Background: an optimization exercise with open tools, aiming at small area, a short achievable clock period and few clock cycles. Do not read the settings as production practice. The RTL was checked by simulation tests, not by an equivalence proof against the original design. Power and IR drop assume default switching activity.

## design/flow/config.mk

```make
export PLATFORM = sky130hd
export DESIGN_NAME = drcore
export DESIGN_NICKNAME = drcore
export VERILOG_FILES = /design/flow/design.v
export SDC_FILE = /design/flow/constraint.sdc
export NUM_CORES = 4
export LEC_CHECK = 0
export CAP_MARGIN = 20
export CORE_MARGIN = 2
export CORE_UTILIZATION = 40
export SLEW_MARGIN = 20
```

## design/flow/constraint.sdc

```tcl
create_clock -name core_clock -period 16.0 [get_ports {clk}]
set_input_delay 3.2000 -clock core_clock [delete_from_list [all_inputs] [get_ports {clk}]]
set_output_delay 3.2000 -clock core_clock [all_outputs]
set_load 0.01 [all_outputs]
```

## design/flow/design.v

```verilog
module drcore (
    input  wire        clk,
    input  wire        rst,
    input  wire        h_req,
    input  wire        h_we,
    input  wire [3:0]  h_reg,
    input  wire [35:0] h_wdata,
    output reg         h_ack,
    output reg  [35:0] h_rdata,
    output reg         m_req,
    output wire [35:0] m_addr,
    input  wire        m_gnt,
    input  wire        m_rvalid,
    input  wire [7:0]  m_rdata,
    output reg         s_valid,
    output reg         s_kind,
    output reg  [15:0] s_x,
    output reg  [15:0] s_y,
    output reg  [31:0] s_r,
    output reg  [31:0] s_g,
    output reg  [31:0] s_b,
    output reg  [31:0] s_a
);
    localparam [31:0] ONE  = 32'h3F80_0000;
    localparam [31:0] ZERO = 32'h0000_0000;
    localparam R_CMD = 4'd0, R_STATUS = 4'd1, R_WIDTH = 4'd2, R_HEIGHT = 4'd3,
               R_BUFLEN = 4'd4, R_CUR_BYTE = 4'd5, R_CUR_BIT = 4'd6, R_STEP = 4'd7,
               R_BPP = 4'd8, R_PIX = 4'd9, R_COLOR_R = 4'd10, R_COLOR_G = 4'd11,
               R_COLOR_B = 4'd12, R_COLOR_A = 4'd13;
    localparam [2:0] S_IDLE = 3'd0, S_SCHK1 = 3'd1, S_SCHK2 = 3'd2, S_DCHK1 = 3'd3,
                     S_DCHK2 = 3'd4, S_RUN = 3'd5, S_PRES = 3'd6;
    reg         oob;
    reg  [15:0] width, height;
    reg  [35:0] buflen, cur_byte, step;
    reg  [2:0]  cur_bit;
    reg  [7:0]  bpp;
    reg  [31:0] pix;
    reg  [31:0] color_r, color_g, color_b, color_a;
    reg  [2:0]  state;
    reg         scanning;
    reg         copy_col;        
    reg  [4:0]  dfmt;
    reg  [5:0]  d_sw;            
    reg  [1:0]  d_nch1;          
    reg         d_unk;           
    reg         d_grey;          
    reg         d_ga;            
    reg  [2:0]  mcnt;
    reg         mvalid;
    wire [31:0] macc = s_r;
    wire [35:0] pbyte = h_rdata;
    reg  [2:0]  pbit;            
    reg  [4:0]  rq_left;         
    assign m_addr = pbyte;
    reg         rv1;
    reg  [7:0]  rd1, rd0;
    reg         first_b;         
    reg         shiftm;          
    reg  [2:0]  boff;            
    reg         hp;              
    reg  [7:0]  alp;             
    reg  [1:0]  ach, abi;        
    reg         bv;
    reg  [15:0] bs;
    reg  [1:0]  bch, bbi;
    reg         blast;
    reg         cv;
    reg  [15:0] cr;              
    reg  [3:0]  clz;
    reg         cnz;             
    reg  [1:0]  cch, cbi;
    reg         clast;
    reg         firstpix;
    reg         xl, yl;          
    function [7:0] bits_of(input [4:0] f);
        case (f)
            5'd0:  bits_of = 8'd1;
            5'd1:  bits_of = 8'd2;
            5'd2:  bits_of = 8'd4;
            5'd3:  bits_of = 8'd8;
            5'd4:  bits_of = 8'd16;
            5'd5:  bits_of = 8'd16;
            5'd6:  bits_of = 8'd32;
            5'd7:  bits_of = 8'd8;
            5'd8:  bits_of = 8'd16;
            5'd9:  bits_of = 8'd16;
            5'd10: bits_of = 8'd32;
            5'd11: bits_of = 8'd24;
            5'd12: bits_of = 8'd48;
            5'd13: bits_of = 8'd32;
            5'd14: bits_of = 8'd64;
            5'd15: bits_of = 8'd128;
            default: bits_of = 8'd0;
        endcase
    endfunction
    wire [4:0] cmd_fmt = h_wdata[4:0];
    reg  [1:0] c_nch1;
    reg  [5:0] c_sw;
    always @* begin
        case (cmd_fmt[3:0])
            4'd0:  begin c_nch1 = 2'd0; c_sw = 6'b000001; end
            4'd1:  begin c_nch1 = 2'd0; c_sw = 6'b000010; end
            4'd2:  begin c_nch1 = 2'd0; c_sw = 6'b000100; end
            4'd3:  begin c_nch1 = 2'd0; c_sw = 6'b001000; end
            4'd4:  begin c_nch1 = 2'd0; c_sw = 6'b010000; end
            4'd5:  begin c_nch1 = 2'd1; c_sw = 6'b001000; end
            4'd6:  begin c_nch1 = 2'd1; c_sw = 6'b010000; end
            4'd7:  begin c_nch1 = 2'd0; c_sw = 6'b001000; end
            4'd8:  begin c_nch1 = 2'd0; c_sw = 6'b010000; end
            4'd9:  begin c_nch1 = 2'd1; c_sw = 6'b001000; end
            4'd10: begin c_nch1 = 2'd1; c_sw = 6'b010000; end
            4'd11: begin c_nch1 = 2'd2; c_sw = 6'b001000; end
            4'd12: begin c_nch1 = 2'd2; c_sw = 6'b010000; end
            4'd13: begin c_nch1 = 2'd3; c_sw = 6'b001000; end
            4'd14: begin c_nch1 = 2'd3; c_sw = 6'b010000; end
            default: begin c_nch1 = 2'd3; c_sw = 6'b100000; end
        endcase
        if (cmd_fmt[4]) begin c_nch1 = 2'd0; c_sw = 6'b001000; end
    end
    wire [7:0] d_bits   = bits_of(dfmt);
    wire       d_narrow = d_sw[0] | d_sw[1] | d_sw[2];
    wire [2:0] d_sw3    = {d_sw[2], d_sw[1], d_sw[0]};    
    wire [8:0]  dec_span = {6'd0, cur_bit} + {1'b0, d_bits} + 9'd7;
    wire [4:0]  dec_nb   = dec_span[7:3];
    wire [4:0]  dec_na   = d_narrow ? 5'd1 : d_bits[7:3];
    wire        dchk1    = (state == S_DCHK1);
    wire [3:0]  adv_lo   = {1'b0, cur_bit} + {1'b0, step[2:0]};
    wire [32:0] add_b    = dchk1 ? {28'd0, dec_nb} : step[35:3];
    wire [36:0] cb_sum   = {1'b0, cur_byte} + {4'd0, add_b} + {36'd0, ~dchk1 & adv_lo[3]};
    wire        dec_oob  = {pbit[0], h_rdata} > {1'b0, buflen};
    wire [33:0] n3      = {2'b0, macc} + {1'b0, macc, 1'b0};
    wire        b3      = (dfmt == 5'd11) | (dfmt == 5'd12);
    wire [33:0] nb_base = b3 ? n3 : {2'b0, macc};
    reg  [38:0] scan_pos;
    always @* begin
        case (d_bits)
            8'd1:   scan_pos = {5'd0, nb_base};
            8'd2:   scan_pos = {4'd0, nb_base, 1'b0};
            8'd4:   scan_pos = {3'd0, nb_base, 2'b0};
            8'd8, 8'd24:  scan_pos = {2'd0, nb_base, 3'b0};
            8'd16, 8'd48: scan_pos = {1'd0, nb_base, 4'b0};
            8'd32:  scan_pos = {nb_base, 5'b0};
            8'd64:  scan_pos = {nb_base[32:0], 6'b0};
            8'd128: scan_pos = {nb_base[31:0], 7'b0};
            default: scan_pos = 39'd0;
        endcase
    end
    wire [38:0] end_pos  = {h_rdata, pbit};
    wire        scan_oob = end_pos > {buflen, 3'b000};
    wire [38:0] last_pos = end_pos - (d_narrow ? {36'd0, d_sw3} : 39'd8);
    wire [3:0]  pbit_n  = {1'b0, pbit} + {1'b0, d_sw3};
    wire        pinc    = (d_narrow & scanning) ? pbit_n[3] : 1'b1;
    wire [35:0] pbyte_n = pbyte + {35'd0, pinc};
    wire        f_last  = scanning ? ({pbyte, pbit} == {cur_byte, cur_bit})
                                   : (rq_left == 5'd1);
    wire [15:0] pair    = {rd1, rd0};
    wire [15:0] pair_sh = pair >> cur_bit;
    wire [7:0]  al      = shiftm ? pair_sh[7:0] : rd1;
    wire        alv     = rv1 & ~(shiftm & first_b);
    wire [7:0]  al_sh   = al >> boff;
    wire [15:0] a_samp = ({16{d_sw[0]}} & {15'd0, al_sh[0]})
                       | ({16{d_sw[1]}} & {14'd0, al_sh[1:0]})
                       | ({16{d_sw[2]}} & {12'd0, al_sh[3:0]})
                       | ({16{d_sw[4]}} & {al, alp})
                       | ({16{d_sw[3] | d_sw[5]}} & {8'd0, al});
    wire inj    = scanning & d_unk;            
    wire a_emit = inj | (alv & ~(d_sw[4] & ~hp));
    wire a_last = d_sw[5] ? (ach == 2'd3) & (abi == 2'd3) : (ach == d_nch1);
    wire [15:0] rep = ({16{d_sw[0]}} & {16{bs[0]}})
                    | ({16{d_sw[1]}} & {8{bs[1:0]}})
                    | ({16{d_sw[2]}} & {4{bs[3:0]}})
                    | ({16{d_sw[3]}} & {2{bs[7:0]}})
                    | ({16{d_sw[4]}} & bs);
    reg [15:0] r0, r1, r2, r3;
    reg [3:0]  lz;
    always @* begin
        lz[3] = (rep[15:8] == 8'd0);
        r0 = lz[3] ? {rep[7:0], rep[15:8]} : rep;
        lz[2] = (r0[15:12] == 4'd0);
        r1 = lz[2] ? {r0[11:0], r0[15:12]} : r0;
        lz[1] = (r1[15:14] == 2'd0);
        r2 = lz[1] ? {r1[13:0], r1[15:14]} : r1;
        lz[0] = ~r2[15];
        r3 = lz[0] ? {r2[14:0], r2[15]} : r2;
    end
    wire [7:0]  n_exp  = 8'd126 - {4'd0, clz};
    wire [30:0] n_sum  = {n_exp, cr[14:0], cr[15:8]} + {30'd0, cr[7]};
    wire [31:0] nv     = cnz ? {1'b0, n_sum} : ZERO;
    wire        x_wrap = firstpix | xl;
    wire [15:0] cx     = x_wrap ? 16'd0 : s_x + 16'd1;
    wire [15:0] cy     = firstpix ? 16'd0 : (xl ? s_y + 16'd1 : s_y);
    wire        cxl    = (cx == width - 16'd1);
    wire        cyl    = firstpix ? (height == 16'd1) : (xl ? (s_y + 16'd2 == height) : yl);
    wire       idle_req = (state == S_IDLE) & h_req & ~h_ack;
    wire       do_read  = idle_req & ~h_we;
    wire       do_write = idle_req & h_we;
    wire [2:0] op       = h_wdata[7:5];
    wire       do_cmd   = do_write & (h_reg == R_CMD);
    wire       do_dec0  = do_cmd & (op == 3'b010) & cmd_fmt[4];    
    wire       do_wh    = do_write & ((h_reg == R_WIDTH) | (h_reg == R_HEIGHT));
    wire       running  = (state == S_RUN);
    wire       schk1    = (state == S_SCHK1);
    wire       schk2    = (state == S_SCHK2);
    wire       dchk2    = (state == S_DCHK2);
    wire       mstart   = do_wh | (schk1 & ~mvalid & (mcnt == 3'd0));
    wire       fetch    = running & m_req & m_gnt;
    wire       pwrite   = running & cv;
    wire       present  = (state == S_PRES);
    always @(posedge clk) begin
        if (rst) begin
            state    <= S_IDLE;
            h_ack    <= 1'b0;
            m_req    <= 1'b0;
            s_valid  <= 1'b0;
            oob      <= 1'b0;
            width    <= 16'd0;
            height   <= 16'd0;
            buflen   <= 36'd0;
            cur_byte <= 36'd0;
            cur_bit  <= 3'd0;
            step     <= 36'd0;
            bpp      <= 8'd0;
            pix      <= 32'd0;
            color_r  <= ZERO;
            color_g  <= ZERO;
            color_b  <= ZERO;
            color_a  <= ZERO;
            scanning <= 1'b0;
            copy_col <= 1'b0;
            mcnt     <= 3'd0;
            mvalid   <= 1'b0;
            rv1      <= 1'b0;
            first_b  <= 1'b0;
            bv       <= 1'b0;
            cv       <= 1'b0;
            firstpix <= 1'b0;
        end else begin
            h_ack   <= 1'b0;
            s_valid <= 1'b0;
            if (copy_col) begin
                color_r  <= s_r;
                color_g  <= s_g;
                color_b  <= s_b;
                color_a  <= s_a;
                copy_col <= 1'b0;
            end
            if (mcnt != 3'd0) begin
                mcnt <= mcnt - 3'd1;
                if (mcnt == 3'd1) mvalid <= 1'b1;
            end
            if (mstart) begin
                mcnt   <= 3'd4;
                mvalid <= 1'b0;
            end
            case (state)
                S_IDLE: if (idle_req) begin
                    h_ack <= 1'b1;
                    if (h_we) begin
                        case (h_reg)
                            R_WIDTH:    width    <= h_wdata[15:0];
                            R_HEIGHT:   height   <= h_wdata[15:0];
                            R_BUFLEN:   buflen   <= h_wdata;
                            R_CUR_BYTE: cur_byte <= h_wdata;
                            R_CUR_BIT:  cur_bit  <= h_wdata[2:0];
                            R_STEP:     step     <= h_wdata;
                            R_CMD: begin
                                case (op)
                                    3'b001: bpp <= bits_of(cmd_fmt);        
                                    3'b010: begin                           
                                        if (cmd_fmt[4]) begin
                                            copy_col <= 1'b1;
                                            mvalid   <= 1'b0;
                                            mcnt     <= 3'd0;
                                        end else begin
                                            h_ack <= 1'b0;
                                            state <= S_DCHK1;
                                        end
                                    end
                                    3'b011: if (cmd_fmt == 5'd0) begin      
                                        cur_bit  <= adv_lo[2:0];
                                        cur_byte <= cb_sum[35:0];
                                    end
                                    3'b100: begin                           
                                        h_ack <= 1'b0;
                                        state <= S_SCHK1;
                                    end
                                    default: ;
                                endcase
                            end
                            default: ;
                        endcase
                    end
                end
                S_DCHK1: state <= S_DCHK2;
                S_DCHK2: begin
                    if (dec_oob) begin
                        oob   <= 1'b1;
                        h_ack <= 1'b1;
                        state <= S_IDLE;
                    end else begin
                        scanning <= 1'b0;
                        m_req    <= 1'b1;
                        state    <= S_RUN;
                    end
                end
                S_SCHK1: if (mvalid) state <= S_SCHK2;
                S_SCHK2: begin
                    if (scan_oob) begin
                        oob   <= 1'b1;
                        h_ack <= 1'b1;
                        state <= S_IDLE;
                    end else begin
                        pix      <= macc;
                        cur_byte <= last_pos[38:3];
                        cur_bit  <= last_pos[2:0];
                        scanning <= 1'b1;
                        firstpix <= 1'b1;
                        m_req    <= ~d_unk & (macc != 32'd0);
                        state    <= (macc == 32'd0) ? S_PRES : S_RUN;
                    end
                end
                S_PRES: begin
                    s_valid  <= 1'b1;
                    scanning <= 1'b0;
                    mvalid   <= 1'b0;
                    mcnt     <= 3'd0;
                    h_ack    <= 1'b1;
                    cur_byte <= pbyte;
                    cur_bit  <= pbit;
                    state    <= S_IDLE;
                end
                default: ;
            endcase
            if (fetch) m_req <= ~f_last;
            rv1 <= running & m_rvalid;
            if (!running) begin
                first_b <= 1'b1;
                bv      <= 1'b0;
                cv      <= 1'b0;
            end else begin
                if (rv1) first_b <= 1'b0;
                bv <= a_emit;
                cv <= bv;
            end
            if (pwrite) begin
                mvalid <= 1'b0;
                mcnt   <= 3'd0;
                if (clast) begin
                    if (scanning) begin
                        s_valid  <= 1'b1;
                        firstpix <= 1'b0;
                        if (cxl & cyl) state <= S_PRES;
                    end else begin
                        copy_col <= 1'b1;
                        h_ack    <= 1'b1;
                        state    <= S_IDLE;
                    end
                end
            end
        end
    end
    always @(posedge clk) begin
        if (do_read) begin
            case (h_reg)
                R_STATUS:   h_rdata <= {35'd0, oob};
                R_WIDTH:    h_rdata <= {20'd0, width};
                R_HEIGHT:   h_rdata <= {20'd0, height};
                R_BUFLEN:   h_rdata <= buflen;
                R_CUR_BYTE: h_rdata <= cur_byte;
                R_CUR_BIT:  h_rdata <= {33'd0, cur_bit};
                R_STEP:     h_rdata <= step;
                R_BPP:      h_rdata <= {28'd0, bpp};
                R_PIX:      h_rdata <= {4'd0, pix};
                R_COLOR_R:  h_rdata <= {4'd0, color_r};
                R_COLOR_G:  h_rdata <= {4'd0, color_g};
                R_COLOR_B:  h_rdata <= {4'd0, color_b};
                R_COLOR_A:  h_rdata <= {4'd0, color_a};
                default:    h_rdata <= 36'd0;
            endcase
        end
        if (idle_req) begin
            dfmt   <= cmd_fmt;
            d_sw   <= c_sw;
            d_nch1 <= c_nch1;
            d_unk  <= cmd_fmt[4];
            d_grey <= ~cmd_fmt[4] & (cmd_fmt[3:0] <= 4'd6);
            d_ga   <= ~cmd_fmt[4] & ((cmd_fmt[3:0] == 4'd5) | (cmd_fmt[3:0] == 4'd6));
        end
        if (dchk1) begin
            {pbit[0], h_rdata} <= cb_sum;
            rq_left <= dec_nb;
            shiftm  <= (dec_nb != dec_na);
            boff    <= (dec_nb != dec_na) ? 3'd0 : cur_bit;
        end
        if (dchk2) begin
            h_rdata <= cur_byte;
            pbit    <= 3'd0;
        end
        if (schk1)
            {h_rdata, pbit} <= scan_pos;
        if (schk2) begin
            h_rdata <= 36'd0;
            pbit    <= 3'd0;
            shiftm  <= 1'b0;
            boff    <= 3'd0;
        end
        if (fetch) begin
            h_rdata <= pbyte_n;
            pbit    <= pbit_n[2:0];
            rq_left <= rq_left - 5'd1;
        end
        if (mcnt != 3'd0)
            s_r <= {{4'd0, s_r[31:16]} + width * s_r[3:0], s_r[15:4]};
        if (mstart)
            s_r <= {16'd0, (do_write & (h_reg == R_HEIGHT)) ? h_wdata[15:0] : height};
        rd1 <= m_rdata;
        if (!running) begin
            hp  <= 1'b0;
            ach <= 2'd0;
            abi <= 2'd0;
        end else begin
            if (rv1) rd0 <= rd1;
            if (alv) begin
                boff <= boff + d_sw3;
                hp   <= ~hp;
                if (!hp) alp <= al;
            end
            if (a_emit) begin
                bs    <= inj ? 16'd0 : a_samp;
                bch   <= ach;
                bbi   <= abi;
                blast <= a_last;
                if (d_sw[5]) begin
                    abi <= abi + 2'd1;
                    if (abi == 2'd3) ach <= ach + 2'd1;
                end else begin
                    ach <= (ach == d_nch1) ? 2'd0 : ach + 2'd1;
                end
            end
        end
        if (bv) begin
            cr    <= d_sw[5] ? bs : r3;
            clz   <= lz;
            cnz   <= (rep != 16'd0);
            cch   <= bch;
            cbi   <= bbi;
            clast <= blast;
        end
        if (do_dec0) begin
            s_r <= ZERO;
            s_g <= ZERO;
            s_b <= ZERO;
            s_a <= ZERO;
        end
        if (present) begin
            s_kind <= 1'b1;
            s_x    <= 16'd0;
            s_y    <= 16'd0;
            s_r    <= ZERO;
            s_g    <= ZERO;
            s_b    <= ZERO;
            s_a    <= ZERO;
        end
        if (pwrite) begin
            if (d_sw[5]) begin
                case (cch)
                    2'd0: s_r[cbi*8 +: 8] <= cr[7:0];
                    2'd1: s_g[cbi*8 +: 8] <= cr[7:0];
                    2'd2: s_b[cbi*8 +: 8] <= cr[7:0];
                    default: s_a[cbi*8 +: 8] <= cr[7:0];
                endcase
            end else begin
                case (cch)
                    2'd0: begin
                        s_r <= nv;
                        s_g <= d_grey | d_unk ? nv : ZERO;
                        s_b <= d_grey | d_unk ? nv : ZERO;
                        s_a <= d_unk ? ZERO : ONE;
                    end
                    2'd1: if (d_ga) s_a <= nv; else s_g <= nv;
                    2'd2: s_b <= nv;
                    default: s_a <= nv;
                endcase
            end
            if (clast & scanning) begin
                s_kind <= 1'b0;
                s_x    <= cx;
                s_y    <= cy;
                xl     <= cxl;
                yl     <= cyl;
            end
        end
    end
endmodule
```

## design/flow/flow/run.sh

```bash
#!/bin/bash
set -uo pipefail
bash standard.sh SETUP_SLACK_MARGIN=11 finish > standard_flow.log 2>&1
rc=$?
tail -n 40 standard_flow.log
exit $rc
```

## design/flow/standard.sh

```bash
#!/bin/bash
# synth_recipe.tcl (not shown) runs the flow's synth.tcl, then flattens the netlist and writes it again
# the make line also repeats each setting of config.mk as NAME=value (left out here)
make -C /OpenROAD-flow-scripts/flow DESIGN_CONFIG=/design/flow/config.mk WORK_HOME=/design/flow/orfs CLKGATE_MAP_FILE= SYNTH_SCRIPT=/design/flow/synth_recipe.tcl "${@:-finish}"
```

==> results of run 1 <==
==> synthesized netlist by cell type, types with 38 or more instances <==
library cell	instances
o21ai_0	277
o221ai_1	60
a211oi_1	64
and2_1	99
and3_1	53
clkbuf_1	387
mux2i_1	235
edfxtp_1	140
nor2_1	579
nand3_1	155
inv_1	214
buf_4	73
o211ai_1	66
o22ai_1	72
nor4_1	48
nand4_1	71
xnor2_1	123
a21o_1	61
ha_1	186
dfxtp_1	499
nand2_1	740
a22oi_1	119
a221oi_1	74
nand2b_1	38
a21oi_1	374
a31oi_1	74
a22o_1	46
xor2_1	135
nor3_1	102
fa_1	50
==> worst max path at each step <==
stage / depth (start not counted) / endpoint / slack, ns
floorplan: 11 / h_rdata[4] / 10.97
global placement: 10 / h_rdata[33] / 8.47
detailed placement: 10 / h_rdata[33] / 8.35
CTS: 25 / h_rdata[28] / 10.86
global route: 25 / h_rdata[34] / 10.77
finish: 13 / h_rdata[11] / 10.89
==> power by group through the flow <==
stage	sequential [mW]	clock (mW)	combinational, mW
floorplan	1.78	0	0.525
global placement	1.84	0	0.932
detailed placement	1.84	0	0.934
CTS	1.80	1.91	1.00
global route	1.80	1.97	1.11
finish	1.80	1.91	1.08
==> cells by family after synthesis <==
family                   synth area share
buffers and inverters              0.0661
AND/OR/NAND/NOR                     0.204
flip-flops                          0.310
multiplexers                       0.0581
adder cells (fa/ha/maj)            0.0727
XOR/XNOR                           0.0494
AO/OA/AOI/OAI                       0.240
==> cell type report <==
cell class                      count  share of cell area
Clock inverter                     45             0.00995
Multi-Input combinational cell   4411               0.537
Tap cell                         1512              0.0341
Sequential cell                   639               0.258
Inverter                          223              0.0158
Clock buffer                       99              0.0392
Antenna cell                       13            0.000586
Timing Repair Buffer              600               0.105
==> what timing repair did <==
action,in CTS,in global routing
setup endpoints to repair,460,198
pin swaps,37,53
buffers inserted,108,42
resized for setup,296,146
gates cloned,8,5
hold buffers,0,0
==> routing by layer <==
layer  wire length, um  share of wire  global-route usage
met5                53        0.00022                   0
met1             91100           0.38               0.506
met3             30300           0.13               0.112
met4             21100          0.087               0.270
met2             99300           0.41               0.577
==> metrics by stage <==
step	worst slack, ns	util	power [mW]
finish	10.89	0.487	4.79
global route	10.77	0.487	4.88
CTS	10.86	0.478	4.70
detailed placement	8.35	0.437	2.77
global placement	8.47	0.437	2.77
floorplan	10.97	-	2.31
==> registers in the layout, summed over array words and instances (netlist names), 32 cells and up, named ones only <==
register,count
pix,32
s_a,32
color_a,32
buflen,36
s_g,32
h_rdata,36
cur_byte,36
color_b,32
color_g,32
s_b,32
s_r,32
step,36
color_r,32
==> impl_metrics.env, run 1 <==
export IMPL_synth_nets=6059
export IMPL_grtUsageTotal=0.396
export IMPL_start_kind="primary input"
export IMPL_postSynthAreaPerCell_um2=7.93
export IMPL_area_delta_synth_final_pct=21.2
export IMPL_end_kind="register"
export IMPL_nFillCells=11132
export IMPL_worstMarginPinSlew_ns=1.35
export IMPL_first_global_vias=44925
export IMPL_fmax_mhz=196
export IMPL_finalSetupViolCount=0
export IMPL_r2r_start="d_unk"
export IMPL_rsz0062_at_grt="true"
export IMPL_synth_edf_count=140
export IMPL_drc=0
export IMPL_place_gp_congestion=1.03
export IMPL_path_clk_slew_ns=0.06
export IMPL_via_count=49560
export IMPL_cts_tree="done"
export IMPL_io_buffers=289
export IMPL_crit_start="h_reg[1]"
export IMPL_r2r_end="h_rdata[28]"
export IMPL_async_reset_ff_frac=0
export IMPL_yosysWarnings=1
export IMPL_synth_seq_area_share=0.310
export IMPL_cpLargestDelayFamily="compound AO/OA/AOI/OAI gates"
export IMPL_cap_violations=0
export IMPL_grt_first_pass_wirelength_um=337000
export IMPL_worstSetupPathType="primary input to register"
export IMPL_clock_skew_ns=0.0422
export IMPL_coreArea_mm2=0.114
export IMPL_post_place_cells=7222
export IMPL_die_area_mm2=0.117
export IMPL_start_util=0.402
export IMPL_setup_tns_final_ns=0
export IMPL_switchingPower_mw=1.65
export IMPL_die_height_um=342
export IMPL_crit_buf_inv=3
export IMPL_drt_iter0_markers=7720
export IMPL_holdPathStages=0
export IMPL_pin_count=290
export IMPL_layout_drive_gt1_share=0.122
export IMPL_hpwl_um=174000
export IMPL_vias_per_cell=6.57
export IMPL_grt_max_degree=113
export IMPL_num_nets_final=6243
export IMPL_register_area_mm2=0.0143
export IMPL_clkPwrFrac=0.398
export IMPL_path_max_fanout=21
export IMPL_cts_buffers=78
export IMPL_post_route_period_util=0.319
export IMPL_synthesis_area_mm2=0.0458
export IMPL_arrival_ns=5.46
export IMPL_synth_area_leaders="dfxtp_1 22%, edfxtp_1 9.2%, nand2_1 6.1%"
export IMPL_power_frac_seq=0.377
export IMPL_final_area_mm2=0.0555
export IMPL_p_leak_nw=20.7
export IMPL_ir_drop_mv=0.0841
export IMPL_min_delay_start="blast"
export IMPL_cts_max_level=3
export IMPL_multi_input_area_mm2=0.0298
export IMPL_detail_route_antenna_nets=0
export IMPL_antenna_found_initial=12
export IMPL_p_int_mw=3.13
export IMPL_status="complete, no violations"
export IMPL_overflow=0
export IMPL_worstPathCellList="buf_6, buf_12, and4b_4, buf_6, a22o_1, a221oi_2, nand4_1, nand2_1, o21ai_0, a22oi_1, o211ai_1, o21ai_0, o21ai_0"
export IMPL_rows=124
export IMPL_holdWs_ns=0.430
export IMPL_yosysUniqueCellTypes=101
export IMPL_hold_end="clast"
export IMPL_drt_first_pass_iters=13
export IMPL_reg2reg_depth=24
export IMPL_min_path_type="register to register"
export IMPL_max_slew_margin=0.103
export IMPL_layout_commonest_cell="nand2_1"
export IMPL_cts_num_sinks=639
export IMPL_placed_cell_area_mm2=0.0498
export IMPL_synth_cells=5769
export IMPL_required_ns=16.36
export IMPL_layout_common_cells="728 x nand2_1, 565 x nor2_1, 447 x dfxtp_1"
export IMPL_die_w_um=342
export IMPL_insertion_delay_ns=0.69
export IMPL_cts_path_max_buffers=3
export IMPL_drv_slew=0
export IMPL_drt_wl_total_um=242000
export IMPL_ys_ff_latch=639
export IMPL_rrSetupSlack_ns=10.90
export IMPL_p_sw_frac=0.346
export IMPL_cts_root_buf="clkbuf_16"
export IMPL_critPathMaxStageDelay_ns=0.33
export IMPL_synthFlopType="dfxtp_1"
export IMPL_cp_slowest_cell="a221oi_2"
export IMPL_fin_cells=7542
export IMPL_p_per_area_mw_per_mm2=86.3
export IMPL_yosysTopAreaCell="dfxtp_1"
export IMPL_hold_violations=0
export IMPL_synth_top_cell_area_share=0.218
export IMPL_cpMostUsedCell="o21ai_0"
export IMPL_fin_crit_ns=5.11
export IMPL_pwr_share_comb=0.225
export IMPL_drt_wirelength_per_cell_um=32.1
Testbench counts, summed over its fixed seeds: cycles 34,584.
==> run 2, diff against run 1 <==
--- a/design/flow/design.v
+++ b/design/flow/design.v
@@ -41,2 +41,3 @@
     reg         copy_col;        
+    reg         bval, pval, cval;
     reg  [4:0]  dfmt;
@@ -53,5 +54,5 @@
     reg  [4:0]  rq_left;         
+    reg         covf;
     assign m_addr = pbyte;
-    reg         rv1;
-    reg  [7:0]  rd1, rd0;
+    reg  [7:0]  rd0;
     reg         first_b;         
@@ -61,6 +62,8 @@
     reg  [7:0]  alp;             
-    reg  [1:0]  ach, abi;        
+    reg  [1:0]  ach;             
+    reg         abi;             
     reg         bv;
     reg  [15:0] bs;
-    reg  [1:0]  bch, bbi;
+    reg  [1:0]  bch;
+    reg         bbi;
     reg         blast;
@@ -70,6 +73,7 @@
     reg         cnz;             
-    reg  [1:0]  cch, cbi;
+    reg  [1:0]  cch;
+    reg         cbi;
+    reg  [15:0] w16;             
     reg         clast;
     reg         firstpix;
-    reg         xl, yl;          
     function [7:0] bits_of(input [4:0] f);
@@ -122,13 +126,18 @@
     wire [2:0] d_sw3    = {d_sw[2], d_sw[1], d_sw[0]};    
-    wire [8:0]  dec_span = {6'd0, cur_bit} + {1'b0, d_bits} + 9'd7;
-    wire [4:0]  dec_nb   = dec_span[7:3];
+    wire [7:0]  cmd_bits = bits_of(cmd_fmt);
+    wire [8:0]  dec_span = {6'd0, cur_bit} + {1'b0, cmd_bits} + 9'd7;
+    wire [4:0]  dec_nb   = rq_left;
     wire [4:0]  dec_na   = d_narrow ? 5'd1 : d_bits[7:3];
     wire        dchk1    = (state == S_DCHK1);
+    wire        schk1    = (state == S_SCHK1);
+    wire        running  = (state == S_RUN);
+    wire        b3       = (dfmt == 5'd11) | (dfmt == 5'd12);
     wire [3:0]  adv_lo   = {1'b0, cur_bit} + {1'b0, step[2:0]};
-    wire [32:0] add_b    = dchk1 ? {28'd0, dec_nb} : step[35:3];
-    wire [36:0] cb_sum   = {1'b0, cur_byte} + {4'd0, add_b} + {36'd0, ~dchk1 & adv_lo[3]};
-    wire        dec_oob  = {pbit[0], h_rdata} > {1'b0, buflen};
-    wire [33:0] n3      = {2'b0, macc} + {1'b0, macc, 1'b0};
-    wire        b3      = (dfmt == 5'd11) | (dfmt == 5'd12);
-    wire [33:0] nb_base = b3 ? n3 : {2'b0, macc};
+    wire [35:0] add_a    = running ? h_rdata : schk1 ? {4'd0, macc} : cur_byte;
+    wire [33:0] add_b    = running ? 34'd0
+                         : schk1   ? (b3 ? {1'b0, macc, 1'b0} : 34'd0)
+                         : dchk1   ? {29'd0, dec_nb} : {1'b0, step[35:3]};
+    wire        add_c    = running ? pinc : ~dchk1 & ~schk1 & adv_lo[3];
+    wire [36:0] cb_sum   = {1'b0, add_a} + {3'd0, add_b} + {36'd0, add_c};
+    wire [33:0] nb_base  = cb_sum[33:0];
     reg  [38:0] scan_pos;
@@ -147,10 +156,10 @@
     end
-    wire [38:0] end_pos  = {h_rdata, pbit};
-    wire        scan_oob = end_pos > {buflen, 3'b000};
-    wire [38:0] last_pos = end_pos - (d_narrow ? {36'd0, d_sw3} : 39'd8);
+    wire        chk_oob  = covf | ({h_rdata, pbit} > {buflen, 3'b000});
     wire [3:0]  pbit_n  = {1'b0, pbit} + {1'b0, d_sw3};
     wire        pinc    = (d_narrow & scanning) ? pbit_n[3] : 1'b1;
-    wire [35:0] pbyte_n = pbyte + {35'd0, pinc};
-    wire        f_last  = scanning ? ({pbyte, pbit} == {cur_byte, cur_bit})
+    wire [35:0] pbyte_n = cb_sum[35:0];
+    wire        f_last  = scanning ? ({pbyte_n, pbit_n[2:0]} == {cur_byte, cur_bit})
                                    : (rq_left == 5'd1);
+    wire        rv1     = running & m_rvalid;
+    wire [7:0]  rd1     = m_rdata;
     wire [15:0] pair    = {rd1, rd0};
@@ -163,7 +172,7 @@
                        | ({16{d_sw[2]}} & {12'd0, al_sh[3:0]})
-                       | ({16{d_sw[4]}} & {al, alp})
-                       | ({16{d_sw[3] | d_sw[5]}} & {8'd0, al});
+                       | ({16{d_sw[4] | d_sw[5]}} & {al, alp})
+                       | ({16{d_sw[3]}} & {8'd0, al});
     wire inj    = scanning & d_unk;            
-    wire a_emit = inj | (alv & ~(d_sw[4] & ~hp));
-    wire a_last = d_sw[5] ? (ach == 2'd3) & (abi == 2'd3) : (ach == d_nch1);
+    wire a_emit = inj | (alv & ~((d_sw[4] | d_sw[5]) & ~hp));
+    wire a_last = (ach == d_nch1) & (abi | ~d_sw[5]);
     wire [15:0] rep = ({16{d_sw[0]}} & {16{bs[0]}})
@@ -187,8 +196,10 @@
     wire [30:0] n_sum  = {n_exp, cr[14:0], cr[15:8]} + {30'd0, cr[7]};
-    wire [31:0] nv     = cnz ? {1'b0, n_sum} : ZERO;
+    wire [31:0] nv     = d_sw[5] ? {cr, w16} : cnz ? {1'b0, n_sum} : ZERO;
+    wire [15:0] xinc   = s_x + 16'd1;
+    wire [15:0] yinc   = s_y + 16'd1;
+    wire        xl     = (xinc == width);
     wire        x_wrap = firstpix | xl;
-    wire [15:0] cx     = x_wrap ? 16'd0 : s_x + 16'd1;
-    wire [15:0] cy     = firstpix ? 16'd0 : (xl ? s_y + 16'd1 : s_y);
-    wire        cxl    = (cx == width - 16'd1);
-    wire        cyl    = firstpix ? (height == 16'd1) : (xl ? (s_y + 16'd2 == height) : yl);
+    wire [15:0] cx     = x_wrap ? 16'd0 : xinc;
+    wire [15:0] cy     = firstpix ? 16'd0 : (xl ? yinc : s_y);
+    wire        done_now = running & scanning & ~firstpix & xl & (yinc == height);
     wire       idle_req = (state == S_IDLE) & h_req & ~h_ack;
@@ -200,4 +211,2 @@
     wire       do_wh    = do_write & ((h_reg == R_WIDTH) | (h_reg == R_HEIGHT));
-    wire       running  = (state == S_RUN);
-    wire       schk1    = (state == S_SCHK1);
     wire       schk2    = (state == S_SCHK2);
@@ -206,4 +215,4 @@
     wire       fetch    = running & m_req & m_gnt;
-    wire       pwrite   = running & cv;
-    wire       present  = (state == S_PRES);
+    wire       pwrite   = running & cv & ~done_now;
+    wire       present  = (state == S_PRES) | done_now;
     always @(posedge clk) begin
@@ -221,8 +230,5 @@
             step     <= 36'd0;
-            bpp      <= 8'd0;
-            pix      <= 32'd0;
-            color_r  <= ZERO;
-            color_g  <= ZERO;
-            color_b  <= ZERO;
-            color_a  <= ZERO;
+            bval     <= 1'b0;
+            pval     <= 1'b0;
+            cval     <= 1'b0;
             scanning <= 1'b0;
@@ -231,3 +237,2 @@
             mvalid   <= 1'b0;
-            rv1      <= 1'b0;
             first_b  <= 1'b0;
@@ -240,6 +245,3 @@
             if (copy_col) begin
-                color_r  <= s_r;
-                color_g  <= s_g;
-                color_b  <= s_b;
-                color_a  <= s_a;
+                cval     <= 1'b1;
                 copy_col <= 1'b0;
@@ -267,3 +269,3 @@
                                 case (op)
-                                    3'b001: bpp <= bits_of(cmd_fmt);        
+                                    3'b001: bval <= 1'b1;                   
                                     3'b010: begin                           
@@ -295,3 +297,3 @@
                 S_DCHK2: begin
-                    if (dec_oob) begin
+                    if (chk_oob) begin
                         oob   <= 1'b1;
@@ -307,3 +309,3 @@
                 S_SCHK2: begin
-                    if (scan_oob) begin
+                    if (chk_oob) begin
                         oob   <= 1'b1;
@@ -312,5 +314,5 @@
                     end else begin
-                        pix      <= macc;
-                        cur_byte <= last_pos[38:3];
-                        cur_bit  <= last_pos[2:0];
+                        pval     <= 1'b1;
+                        cur_byte <= h_rdata;
+                        cur_bit  <= pbit;
                         scanning <= 1'b1;
@@ -321,3 +323,3 @@
                 end
-                S_PRES: begin
+                S_PRES, S_RUN: if (present) begin
                     s_valid  <= 1'b1;
@@ -327,4 +329,2 @@
                     h_ack    <= 1'b1;
-                    cur_byte <= pbyte;
-                    cur_bit  <= pbit;
                     state    <= S_IDLE;
@@ -334,3 +334,2 @@
             if (fetch) m_req <= ~f_last;
-            rv1 <= running & m_rvalid;
             if (!running) begin
@@ -351,3 +350,2 @@
                         firstpix <= 1'b0;
-                        if (cxl & cyl) state <= S_PRES;
                     end else begin
@@ -362,21 +360,12 @@
     always @(posedge clk) begin
-        if (do_read) begin
-            case (h_reg)
-                R_STATUS:   h_rdata <= {35'd0, oob};
-                R_WIDTH:    h_rdata <= {20'd0, width};
-                R_HEIGHT:   h_rdata <= {20'd0, height};
-                R_BUFLEN:   h_rdata <= buflen;
-                R_CUR_BYTE: h_rdata <= cur_byte;
-                R_CUR_BIT:  h_rdata <= {33'd0, cur_bit};
-                R_STEP:     h_rdata <= step;
-                R_BPP:      h_rdata <= {28'd0, bpp};
-                R_PIX:      h_rdata <= {4'd0, pix};
-                R_COLOR_R:  h_rdata <= {4'd0, color_r};
-                R_COLOR_G:  h_rdata <= {4'd0, color_g};
-                R_COLOR_B:  h_rdata <= {4'd0, color_b};
-                R_COLOR_A:  h_rdata <= {4'd0, color_a};
-                default:    h_rdata <= 36'd0;
-            endcase
+        if (copy_col) begin
+            color_r <= s_r;
+            color_g <= s_g;
+            color_b <= s_b;
+            color_a <= s_a;
         end
+        if (do_cmd & (op == 3'b001)) bpp <= cmd_bits;
+        if (schk2 & ~chk_oob) pix <= macc;
         if (idle_req) begin
+            rq_left <= dec_span[7:3];
             dfmt   <= cmd_fmt;
@@ -389,4 +378,4 @@
         if (dchk1) begin
-            {pbit[0], h_rdata} <= cb_sum;
-            rq_left <= dec_nb;
+            {covf, h_rdata} <= cb_sum;
+            pbit    <= 3'd0;
             shiftm  <= (dec_nb != dec_na);
@@ -398,4 +387,6 @@
         end
-        if (schk1)
+        if (schk1) begin
             {h_rdata, pbit} <= scan_pos;
+            covf <= 1'b0;
+        end
         if (schk2) begin
@@ -415,3 +406,2 @@
             s_r <= {16'd0, (do_write & (h_reg == R_HEIGHT)) ? h_wdata[15:0] : height};
-        rd1 <= m_rdata;
         if (!running) begin
@@ -419,3 +409,3 @@
             ach <= 2'd0;
-            abi <= 2'd0;
+            abi <= 1'b0;
         end else begin
@@ -433,4 +423,4 @@
                 if (d_sw[5]) begin
-                    abi <= abi + 2'd1;
-                    if (abi == 2'd3) ach <= ach + 2'd1;
+                    abi <= ~abi;
+                    if (abi) ach <= ach + 2'd1;
                 end else begin
@@ -464,9 +454,4 @@
         if (pwrite) begin
-            if (d_sw[5]) begin
-                case (cch)
-                    2'd0: s_r[cbi*8 +: 8] <= cr[7:0];
-                    2'd1: s_g[cbi*8 +: 8] <= cr[7:0];
-                    2'd2: s_b[cbi*8 +: 8] <= cr[7:0];
-                    default: s_a[cbi*8 +: 8] <= cr[7:0];
-                endcase
+            if (d_sw[5] & ~cbi) begin
+                w16 <= cr;
             end else begin
@@ -488,6 +473,22 @@
                 s_y    <= cy;
-                xl     <= cxl;
-                yl     <= cyl;
             end
         end
+        if (do_read) begin
+            case (h_reg)
+                R_STATUS:   h_rdata <= {35'd0, oob};
+                R_WIDTH:    h_rdata <= {20'd0, width};
+                R_HEIGHT:   h_rdata <= {20'd0, height};
+                R_BUFLEN:   h_rdata <= buflen;
+                R_CUR_BYTE: h_rdata <= cur_byte;
+                R_CUR_BIT:  h_rdata <= {33'd0, cur_bit};
+                R_STEP:     h_rdata <= step;
+                R_BPP:      h_rdata <= {28'd0, bpp & {8{bval}}};
+                R_PIX:      h_rdata <= {4'd0, pix & {32{pval}}};
+                R_COLOR_R:  h_rdata <= {4'd0, color_r & {32{cval}}};
+                R_COLOR_G:  h_rdata <= {4'd0, color_g & {32{cval}}};
+                R_COLOR_B:  h_rdata <= {4'd0, color_b & {32{cval}}};
+                R_COLOR_A:  h_rdata <= {4'd0, color_a & {32{cval}}};
+                default:    h_rdata <= 36'd0;
+            endcase
+        end
     end
==> impl_metrics.env, run 2 <==
export IMPL_pin_count=290
export IMPL_rows=116
export IMPL_fin_crit_ns=5.08
export IMPL_p_sw_frac=0.293
export IMPL_antenna_found_initial=11
export IMPL_min_path_type="register to register"
export IMPL_post_route_period_util=0.317
export IMPL_dp_slack_ns=9.15
export IMPL_arrival_ns=5.60
export IMPL_switchingPower_mw=1.30
export IMPL_synth_cells=4650
export IMPL_coreArea_mm2=0.100
export IMPL_yosysMostFrequentCell="nand2_1"
export IMPL_p_per_area_mw_per_mm2=89.0
export IMPL_hold_violations=0
export IMPL_cap_violations=0
export IMPL_yosysUniqueCellTypes=96
export IMPL_layout_setup_ws_ns=10.92
export IMPL_drt_wirelength_per_cell_um=29.6
export IMPL_cp_slowest_cell="or4_4"
export IMPL_clock_skew_ns=0.0464
export IMPL_pwr_share_comb=0.152
export IMPL_status="complete, no violations"
export IMPL_drc=0
export IMPL_post_place_cells=6033
export IMPL_overflow=0
export IMPL_max_slew_margin=0.163
export IMPL_start_util=0.404
export IMPL_cts_path_max_buffers=3
export IMPL_critPathMaxStageDelay_ns=0.58
export IMPL_via_count=40353
export IMPL_yosys_top_cells_count="649 x nand2_1, 350 x a21oi_1, 325 x dfxtp_1"
export IMPL_drt_iter0_markers=5922
export IMPL_synth_nets=4875
export IMPL_grt_max_degree=86
export IMPL_synthesis_area_mm2=0.0405
export IMPL_rsz0062_at_grt="true"
export IMPL_die_area_mm2=0.104
export IMPL_fin_cells=6303
export IMPL_async_reset_ff_frac=0
export IMPL_first_global_vias=36638
export IMPL_io_buffers=289
export IMPL_cts_num_sinks=645
export IMPL_cpLargestDelayFamily="simple AND/OR/NAND/NOR gates"
export IMPL_layout_common_cells="638 x nand2_1, 334 x a21oi_1, 320 x edfxtp_1"
export IMPL_ys_ff_latch=645
export IMPL_worstMarginPinSlew_ns=1.24
export IMPL_synth_area_leaders="edfxtp_1 24%, dfxtp_1 16%, nand2_1 6.0%"
export IMPL_end_kind="register"
export IMPL_cts_root_buf="clkbuf_16"
export IMPL_synth_top_cell_area_share=0.237
export IMPL_ir_drop_mv=0.107
export IMPL_synth_edf_count=320
export IMPL_area_delta_synth_final_pct=23.1
export IMPL_cts_tree="done"
export IMPL_grtUsageTotal=0.345
export IMPL_vias_per_cell=6.40
export IMPL_insertion_delay_ns=0.67
export IMPL_detail_route_antenna_nets=0
export IMPL_finalSetupViolCount=0
export IMPL_die_w_um=322
export IMPL_fin_util=0.497
export IMPL_drt_wl_total_um=187000
export IMPL_fmax_mhz=197
export IMPL_p_leak_nw=18.2
export IMPL_synthFlopType="dfxtp_1"
export IMPL_yosysTopAreaCell="edfxtp_1"
export IMPL_clkPwrFrac=0.412
export IMPL_layout_drive_gt1_share=0.133
export IMPL_required_ns=16.53
export IMPL_die_height_um=322
export IMPL_yosysWarnings=1
export IMPL_worstSetupPathType="register to register"
export IMPL_setup_tns_final_ns=0
export IMPL_ctsHoldBuffers=0
export IMPL_worstPathCellList="or3_1, nand4_1, a211o_1, o311ai_2, fa_2, fa_2, xor2_1, buf_4, xnor2_1, or4_4, a311oi_4, nand4_1, or4_1, or4_1, nor4_1, and4_1, a31oi_1"
export IMPL_drv_slew=0
export IMPL_path_max_fanout=11
export IMPL_hpwl_um=131000
export IMPL_grt_first_pass_wirelength_um=262000
export IMPL_cts_buffers=73
export IMPL_postSynthAreaPerCell_um2=8.71
export IMPL_p_int_mw=3.13
export IMPL_synth_seq_area_share=0.398
export IMPL_num_nets_final=5110
export IMPL_power_frac_seq=0.436
export IMPL_place_gp_congestion=1.03
export IMPL_start_kind="register"
export IMPL_drt_first_pass_iters=10
export IMPL_layout_commonest_cell="nand2_1"
export IMPL_cts_max_level=3
export IMPL_crit_buf_inv=1
export IMPL_total_power_mw=4.44
export IMPL_path_clk_slew_ns=0.06
==> run 2: cell types whose count changed in the layout (fill, tap and decap cells not counted), sizes merged, moves of 37 or more <==
cell / delta
a22o: +37
nand2: -93
a31oi: -41
buf: -49
nor2: -282
xnor2: -43
ha: -63
xor2: -52
mux2i: -104
a222oi: +37
a22oi: -56
dfxtp: -174
edfxtp: +180
==> run 2: kinds of logic (layout without fill, tap and decap cells) <==
logic type	after synthesis	count (layout)	synth area share
and+or+nand+nor	1553	1554	0.181
AOI/OAI and AO/OA	1386	1388	0.226
DFF	645	645	0.398
buffers and inverters	585	876	0.0591
adders and majority gates	171	171	0.0617
xor gates and xnor gates	165	166	0.0367
muxes	145	145	0.0379
other	0	1	0
==> run 2: power by group through the flow <==
stage | combinational, mW | sequential, mW | clock (mW)
after floorplan | 0.320 | 1.89 | 0
after global placement | 0.591 | 1.95 | 0
after detailed placement | 0.598 | 1.95 | 0
after CTS | 0.646 | 1.92 | 1.83
after global routing | 0.714 | 1.93 | 1.90
final | 0.675 | 1.93 | 1.83
==> run 2: cell type report <==
class | instances | area (um2)
antenna | 1 | 2.50
tap | 1357 | 1700
clock buffer | 92 | 2030
multi-input combinational | 3424 | 23200
timing repair buffer | 550 | 5460
sequential | 645 | 16200
clock inverter | 43 | 544
fill | 9461 | 50400
inverter | 191 | 732
==> run 2: worst reg2reg max path, delay by kind of cell, from the launching register on <==
kind / cells / cell delay (ns)
flip-flops: 1 / 0.50
AND/OR/NAND/NOR: 8 / 2.55
XOR/XNOR: 2 / 0.31
AO/OA/AOI/OAI: 4 / 0.64
buffers and inverters: 1 / 0.19
adder cells (fa/ha/maj): 2 / 0.77
==> run 2: path summary, 6_finish.rpt <==
kind           start  endpoint  slack (ns)  cells past startpoint
max          d_sw[2]     m_req       10.92                     17
min           bch[0]    cch[0]        0.42                      0
max reg2reg  d_sw[2]     m_req       10.92                     17
min reg2reg   bch[0]    cch[0]        0.42                      0
==> run 2: timing repair <==
action                     CTS  global route
pin swaps                   44            38
setup buffers               83            33
resized for setup          257           131
setup endpoints to repair  495           253
cloned                      10             8
==> run 2: per-layer routing <==
layer  share of wire  global-route usage
met2            0.44               0.532
met1            0.36               0.427
met3            0.12              0.0991
met4           0.073               0.209
met5         0.00028                   0
==> run 2: per-stage QoR <==
stage                     hold slack, ns  instance area (um2)
final                              0.424                49900
after global routing               0.438                49900
after CTS                          0.422                48900
after detailed placement           0.406                44700
after global placement             0.404                44700
after floorplan                    0.400                40800
Testbench counts of run 2, summed over its fixed seeds: cycles 34,360.
==> run 3, diff against run 2 <==
--- a/design/flow/design.v
+++ b/design/flow/design.v
@@ -135,8 +135,11 @@
     wire [3:0]  adv_lo   = {1'b0, cur_bit} + {1'b0, step[2:0]};
-    wire [35:0] add_a    = running ? h_rdata : schk1 ? {4'd0, macc} : cur_byte;
-    wire [33:0] add_b    = running ? 34'd0
-                         : schk1   ? (b3 ? {1'b0, macc, 1'b0} : 34'd0)
-                         : dchk1   ? {29'd0, dec_nb} : {1'b0, step[35:3]};
-    wire        add_c    = running ? pinc : ~dchk1 & ~schk1 & adv_lo[3];
-    wire [36:0] cb_sum   = {1'b0, add_a} + {3'd0, add_b} + {36'd0, add_c};
+    wire        schk2    = (state == S_SCHK2);
+    wire [3:0]  end_lo   = {1'b0, pbit} - {1'b0, d_sw3};
+    wire [35:0] add_a    = (running | schk2) ? h_rdata : schk1 ? {4'd0, macc} : cur_byte;
+    wire [35:0] add_b    = schk2   ? {36{1'b1}}
+                         : running ? 36'd0
+                         : schk1   ? (b3 ? {3'd0, macc, 1'b0} : 36'd0)
+                         : dchk1   ? {31'd0, dec_nb} : {3'd0, step[35:3]};
+    wire        add_c    = running ? pinc : schk2 ? (d_narrow & ~end_lo[3]) : ~dchk1 & ~schk1 & adv_lo[3];
+    wire [36:0] cb_sum   = {1'b0, add_a} + {1'b0, add_b} + {36'd0, add_c};
     wire [33:0] nb_base  = cb_sum[33:0];
@@ -160,3 +163,3 @@
     wire [35:0] pbyte_n = cb_sum[35:0];
-    wire        f_last  = scanning ? ({pbyte_n, pbit_n[2:0]} == {cur_byte, cur_bit})
+    wire        f_last  = scanning ? ({pbyte, pbit} == {cur_byte, cur_bit})
                                    : (rq_left == 5'd1);
@@ -211,3 +214,2 @@
     wire       do_wh    = do_write & ((h_reg == R_WIDTH) | (h_reg == R_HEIGHT));
-    wire       schk2    = (state == S_SCHK2);
     wire       dchk2    = (state == S_DCHK2);
@@ -315,4 +317,4 @@
                         pval     <= 1'b1;
-                        cur_byte <= h_rdata;
-                        cur_bit  <= pbit;
+                        cur_byte <= cb_sum[35:0];
+                        cur_bit  <= d_narrow ? end_lo[2:0] : pbit;
                         scanning <= 1'b1;
@@ -329,2 +331,4 @@
                     h_ack    <= 1'b1;
+                    cur_byte <= pbyte;
+                    cur_bit  <= pbit;
                     state    <= S_IDLE;
==> design/flow/flow/run.sh (replaced) <==
#!/bin/bash
set -uo pipefail
export BUFFER_PORTS_ARGS="-buffer_cell sky130_fd_sc_hd__buf_1"
bash standard.sh SETUP_SLACK_MARGIN=11 finish > standard_flow.log 2>&1
rc=$?
tail -n 40 standard_flow.log
exit $rc
==> impl_metrics.env, run 3 <==
export IMPL_status="complete, no violations"
export IMPL_drv_slew=0
export IMPL_worstMarginPinSlew_ns=1.23
export IMPL_yosysUniqueCellTypes=90
export IMPL_placed_cell_area_mm2=0.0418
export IMPL_min_path_type="register to register"
export IMPL_place_gp_congestion=1.01
export IMPL_drt_wirelength_per_cell_um=29.5
export IMPL_reg2reg_depth=21
export IMPL_finalSetupViolCount=0
export IMPL_cts_num_sinks=645
export IMPL_fin_util=0.469
export IMPL_path_max_fanout=16
export IMPL_cts_root_buf="clkbuf_16"
export IMPL_yosysTopAreaCell="edfxtp_1"
export IMPL_arrival_ns=5.56
export IMPL_hold_end="clast"
export IMPL_drt_first_pass_iters=10
export IMPL_yosys_top_cells_count="686 x nand2_1, 355 x o21ai_0, 328 x a21oi_1"
export IMPL_synth_cells=4484
export IMPL_r2r_end="h_rdata[32]"
export IMPL_hpwl_um=124000
export IMPL_cts_buffers=76
export IMPL_layout_common_cells="673 x nand2_1, 337 x o21ai_0, 320 x edfxtp_1"
export IMPL_drt_iter0_markers=6503
export IMPL_num_nets_final=4884
export IMPL_post_place_cells=5801
export IMPL_rrSetupSlack_ns=10.97
export IMPL_fmax_mhz=194
export IMPL_holdPathStages=0
export IMPL_min_delay_start="blast"
export IMPL_rows=115
export IMPL_holdWs_ns=0.417
export IMPL_via_count=39302
export IMPL_dp_slack_ns=9.58
export IMPL_pin_count=290
export IMPL_detail_route_antenna_nets=0
export IMPL_yosysWarnings=1
export IMPL_setup_tns_final_ns=0
export IMPL_vias_per_cell=6.54
export IMPL_path_clk_slew_ns=0.06
export IMPL_rsz0062_at_grt="true"
export IMPL_ys_ff_latch=645
export IMPL_layout_setup_ws_ns=10.83
export IMPL_start_util=0.403
export IMPL_ir_drop_mv=0.0772
export IMPL_die_height_um=319
export IMPL_antenna_found_initial=14
export IMPL_worstSetupPathType="primary input to register"
export IMPL_synth_seq_area_share=0.407
export IMPL_p_per_area_mw_per_mm2=96.7
export IMPL_coreArea_mm2=0.0983
export IMPL_cts_tree="done"
export IMPL_die_w_um=319
export IMPL_first_global_vias=35380
export IMPL_crit_start="h_reg[3]"
export IMPL_synth_top_cell_area_share=0.243
export IMPL_total_power_mw=4.46
export IMPL_area_delta_synth_final_pct=16.5
export IMPL_insertion_delay_ns=0.68
export IMPL_start_kind="primary input"
export IMPL_synthFlopType="dfxtp_1"
export IMPL_layout_commonest_cell="nand2_1"
export IMPL_grt_max_degree=92
export IMPL_p_leak_nw=16.5
export IMPL_cts_path_max_buffers=3
export IMPL_fin_cells=6007
export IMPL_final_area_mm2=0.0461
export IMPL_grtUsageTotal=0.330
export IMPL_r2r_start="d_sw[1]"
export IMPL_synth_nets=4716
export IMPL_io_buffers=289
export IMPL_synth_edf_count=320
export IMPL_clock_skew_ns=0.0438
export IMPL_synthesis_area_mm2=0.0396
export IMPL_hold_violations=0
export IMPL_overflow=0
export IMPL_post_route_period_util=0.323
export IMPL_synth_area_leaders="edfxtp_1 24%, dfxtp_1 16%, nand2_1 6.5%"
export IMPL_cap_violations=0
export IMPL_end_kind="register"
export IMPL_drt_wl_total_um=177000
export IMPL_drc=0
export IMPL_required_ns=16.39
export IMPL_async_reset_ff_frac=0
export IMPL_fin_crit_ns=5.17
export IMPL_layout_drive_gt1_share=0.109
export IMPL_die_area_mm2=0.101
export IMPL_yosysMostFrequentCell="nand2_1"
export IMPL_max_slew_margin=0.175
export IMPL_postSynthAreaPerCell_um2=8.83
export IMPL_cts_max_level=3
export IMPL_grt_first_pass_wirelength_um=250000
-- run 3: cell types whose count changed after synthesis, sizes merged, moves of 16 or more --
cell    change
nand3      -39
o22ai      -37
a222oi     +62
mux2i      -51
clkbuf     -34
o221ai     -16
o21ai      +45
and2       -22
nor3       -20
nand2      +36
nor2       -21
o211ai     -46
a21oi      -24
a211oi     +32
-- run 3: logic make-up (layout without fill, tap and decap cells) --
| kind of cell | count (synthesis) | in the layout | share of synthesized area |
|---|---|---|---|
| AO/OA/AOI/OAI | 1413 | 1413 | 0.239 |
| XOR/XNOR | 167 | 167 | 0.0369 |
| adder cells (fa/ha/maj) | 178 | 178 | 0.0656 |
| buffers and inverters | 543 | 774 | 0.0565 |
| flip-flops | 645 | 645 | 0.407 |
| multiplexers | 97 | 97 | 0.0268 |
| other | 0 | 5 | 0 |
| AND/OR/NAND/NOR | 1441 | 1441 | 0.168 |
-- run 3: how the worst max path moves through the flow --
stage / endpoint / slack, ns / cells past startpoint
2_1_floorplan: rq_left[4] / 10.63 / 14
3_3_place_gp: h_rdata[22] / 9.68 / 8
3_5_place_dp: h_rdata[22] / 9.58 / 8
4_1_cts: h_rdata[32] / 10.91 / 19
5_1_grt: h_rdata[32] / 10.86 / 21
6_report: h_rdata[10] / 10.83 / 10
-- run 3: cell type report --
class / instances / area, um2
Fill cell: 9485 / 52200
Multi-Input combinational cell: 3296 / 22200
Inverter: 181 / 692
Timing Repair Buffer: 452 / 2760
Sequential cell: 645 / 16200
Clock buffer: 100 / 2090
Antenna cell: 5 / 12.5
Tap cell: 1287 / 1610
Clock inverter: 41 / 554
-- run 3: layer usage --
layer,vias up,GRT usage,share of wire
met1,18888,0.451,0.39
li1,16963,-,-
met3,561,0.0866,0.13
met4,14,0.166,0.062
met2,2876,0.481,0.41
met5,-,0,0.00054
-- run 3: power by group --
part | internal (mW) | total (mW) | switching [mW]
logic | 0.200 | 0.676 | 0.477
registers | 1.79 | 1.91 | 0.119
clock network | 1.10 | 1.87 | 0.772
-- run 3: critical path: stages --
cell and delay [ns]:
buf_8 0.14, nor2b_4 0.14, nor2b_4 0.17, buf_6 0.14, clkbuf_16 0.15, buf_4 0.14, a222oi_1 0.72, a21oi_1 0.33
o21ai_0 0.29, o21ai_0 0.12
-- run 3: timing repair --
item	in CTS	in global routing
setup endpoints to repair	367	232
hold buffers	0	0
cloned	3	7
gates resized for setup	113	144
pin swaps	22	30
buffers inserted	27	23
Testbench counts of run 3, summed over its fixed seeds: cycles 34,360.
==> run 4, diff against run 3 <==
==> design/flow/flow/run.sh (replaced) <==
#!/bin/bash
set -uo pipefail
export BUFFER_PORTS_ARGS="-buffer_cell sky130_fd_sc_hd__buf_1"
bash standard.sh SETUP_SLACK_MARGIN=11 CTS_CLUSTER_SIZE=20 CTS_CLUSTER_DIAMETER=100 finish > standard_flow.log 2>&1
rc=$?
tail -n 40 standard_flow.log
exit $rc
==> impl_metrics.env, run 4 <==
export IMPL_status="complete, no violations"
export IMPL_arrival_ns=5.46
export IMPL_p_leak_nw=15.9
export IMPL_drv_slew=0
export IMPL_hold_violations=0
export IMPL_ctsHoldBuffers=0
export IMPL_rows=115
export IMPL_cts_num_sinks=645
export IMPL_fmax_mhz=199
export IMPL_synth_top_family_by_area="compound AO/OA/AOI/OAI gates"
export IMPL_dp_slack_ns=9.58
export IMPL_postSynthAreaPerCell_um2=8.83
export IMPL_antenna_found_initial=16
export IMPL_ys_ff_latch=645
export IMPL_p_per_area_mw_per_mm2=84.2
export IMPL_post_place_cells=5801
export IMPL_cts_max_level=2
export IMPL_insertion_delay_ns=0.67
export IMPL_cap_violations=0
export IMPL_r2r_start="d_sw[1]"
export IMPL_synthFlopType="dfxtp_1"
export IMPL_synthSimpleGateAreaFrac=0.168
export IMPL_worstMarginPinSlew_ns=1.27
export IMPL_io_buffers=289
export IMPL_holdPathStages=0
export IMPL_synth_cells=4484
export IMPL_path_clk_slew_ns=0.09
export IMPL_place_gp_congestion=1.01
export IMPL_start_util=0.403
export IMPL_synth_top_cell_area_share=0.243
export IMPL_start_kind="primary input"
export IMPL_r2r_end="h_rdata[14]"
export IMPL_num_nets_final=4850
export IMPL_path_max_fanout=15
export IMPL_min_delay_start="bbi"
export IMPL_final_area_mm2=0.0448
export IMPL_holdWs_ns=0.427
export IMPL_max_slew_margin=0.155
export IMPL_drt_iter0_markers=6532
export IMPL_grt_max_degree=92
export IMPL_finalSetupViolCount=0
export IMPL_worstSetupPathType="primary input to register"
export IMPL_synth_fa_ha_area_frac=0.0656
export IMPL_hpwl_um=124000
export IMPL_ir_drop_mv=0.0844
export IMPL_synth_area_leaders="edfxtp_1 24%, dfxtp_1 16%, nand2_1 6.5%"
export IMPL_cts_root_buf="clkbuf_16"
export IMPL_cts_tree="done"
export IMPL_reg2reg_depth=19
export IMPL_first_global_vias=34889
export IMPL_hold_end="cbi"
export IMPL_end_kind="register"
export IMPL_setup_tns_final_ns=0
export IMPL_vias_per_cell=6.57
export IMPL_synth_edf_count=320
export IMPL_layout_commonest_cell="nand2_1"
export IMPL_pin_count=290
export IMPL_via_count=39049
export IMPL_area_delta_synth_final_pct=13.2
export IMPL_cts_buffers=42
export IMPL_detail_route_antenna_nets=0
export IMPL_required_ns=16.42
export IMPL_drt_first_pass_iters=13
export IMPL_fin_util=0.456
export IMPL_drc=0
export IMPL_drt_wl_total_um=176000
export IMPL_placed_cell_area_mm2=0.0418
export IMPL_drt_wirelength_per_cell_um=29.6
export IMPL_total_power_mw=3.77
export IMPL_yosys_top_cells_count="686 x nand2_1, 355 x o21ai_0, 328 x a21oi_1"
export IMPL_layout_common_cells="673 x nand2_1, 337 x o21ai_0, 320 x edfxtp_1"
export IMPL_coreArea_mm2=0.0983
export IMPL_die_area_mm2=0.101
export IMPL_grt_first_pass_wirelength_um=249000
export IMPL_synthesis_area_mm2=0.0396
export IMPL_synth_compound_area_frac=0.239
export IMPL_muxShareOfSynthArea=0.0268
export IMPL_synth_nets=4716
export IMPL_fin_cells=5944
export IMPL_nFillCells=9638
export IMPL_layout_drive_gt1_share=0.0948
export IMPL_async_reset_ff_frac=0
export IMPL_cts_path_max_buffers=3
export IMPL_synth_seq_area_share=0.407
export IMPL_yosysTopAreaCell="edfxtp_1"
export IMPL_synth_xor_area_share=0.0369
export IMPL_min_path_type="register to register"
export IMPL_post_route_period_util=0.315
export IMPL_yosysWarnings=1
export IMPL_grtUsageTotal=0.328
export IMPL_overflow=0
export IMPL_die_w_um=319
export IMPL_clock_skew_ns=0.0588
export IMPL_yosysMostFrequentCell="nand2_1"
export IMPL_yosysUniqueCellTypes=90
export IMPL_die_height_um=319
export IMPL_fin_crit_ns=5.04
export IMPL_layout_setup_ws_ns=10.96
export IMPL_rrSetupSlack_ns=11.05
export IMPL_rsz0062_at_grt="false"
==> run 4: changes by cell type in the layout (fill, tap and decap cells not counted), sizes merged <==
cell,previous run,this run
buf,441,437
bufbuf,1,4
bufinv,10,1
clkbuf,110,75
clkdlybuf4s15,0,1
clkinv,18,8
clkinvlp,9,2
diode,5,6
inv,185,182
==> run 4: logic make-up (layout without fill, tap and decap cells) <==
group	after synthesis	count (layout)
AO/OA/AOI/OAI	1413	1413
XOR/XNOR	167	167
adder cells (fa/ha/maj)	178	178
buffers and inverters	543	710
flip-flops	645	645
multiplexers	97	97
other	0	6
AND/OR/NAND/NOR	1441	1441
==> run 4: critical path, stage by stage <==
cell      delay [ns]
buf_12          0.12
nor2_2          0.06
and3_4          0.18
buf_12          0.16
a222oi_1        0.86
a21oi_1         0.48
o21ai_0         0.25
o21ai_0         0.10
==> run 4: report_power, final <==
group          switching [mW]  internal (mW)  leakage, nW
combinational           0.475          0.200         9.64
clock                   0.649          0.536        0.638
sequential              0.120           1.79         5.64
total                    1.24           2.53         15.9
==> run 4: layer usage <==
layer	vias to the layer above	GRT usage	wire length (um)
met1	18837	0.449	69000
li1	16852	-	-
met4	14	0.156	10600
met2	2802	0.481	73300
met3	544	0.0862	23100
met5	-	0	93
==> run 4: layout make-up <==
cell class | count | area, um2 | area share
multi-input combinational | 3296 | 22100 | 0.494
antenna | 6 | 15.0 | 0.000335
sequential | 645 | 16200 | 0.361
timing repair buffer | 452 | 2840 | 0.0633
clock inverter | 12 | 185 | 0.00413
inverter | 181 | 692 | 0.0154
clock buffer | 65 | 1160 | 0.0259
tap | 1287 | 1610 | 0.0359
==> run 4: what timing repair did <==
action                                  4_1_cts  5_1_grt
endpoints found under the setup margin      368      226
buffers inserted                             25       22
pin swaps                                    20       32
cloned                                        4        9
resized for setup                           115      132
==> run 4: worst max-delay path by stage <==
stage                     from          end  depth (start not counted)
finish                h_reg[1]  h_rdata[16]                          8
global route           d_sw[1]  h_rdata[33]                         21
CTS                    d_sw[1]  h_rdata[32]                         21
detailed placement    h_reg[1]  h_rdata[22]                          8
global placement      h_reg[1]  h_rdata[22]                          8
floorplan           h_wdata[3]   rq_left[4]                         14

static timing again, ports no longer ideal:
The results above use ideal ports. As a check the final layouts listed here were re-extracted and re-timed, cells and wires unchanged. Step 1 assumes that a clkbuf_16 drives the clock port and a buf_2 every other input. Step 2 times the ports against the registers' clock, not the clock port: input delays grow and output delays shrink by t, the midpoint of the rising clock arrivals with the driver on. Three values: no drivers, after step 1, after step 2; two values: the first two.
| run | t (ns) | slack for setup (ns) | worst hold slack (ns) | worst setup path after step 2 | slew at the worst register clock pin (ns) |
|---|---|---|---|---|---|
| run 1 | 0.749 | 10.894 / 10.899 / 10.181 | 0.430 / 0.430 / 0.430 | input to register | 0.07 / 0.07 |
| run 2 | 0.712 | 10.921 / 10.907 / 10.238 | 0.424 / 0.424 / 0.424 | input to register | 0.07 / 0.07 |
| run 3 | 0.732 | 10.832 / 10.834 / 10.101 | 0.417 / 0.417 / 0.417 | input to register | 0.07 / 0.07 |
| run 4 | 0.714 | 10.965 / 10.930 / 10.217 | 0.427 / 0.427 / 0.427 | input to register | 0.09 / 0.09 |
After both steps every run listed still meets setup and hold. The setup slack of run 4, which loses most, moves by -0.035 ns with the drivers and by -0.748 ns with both steps.
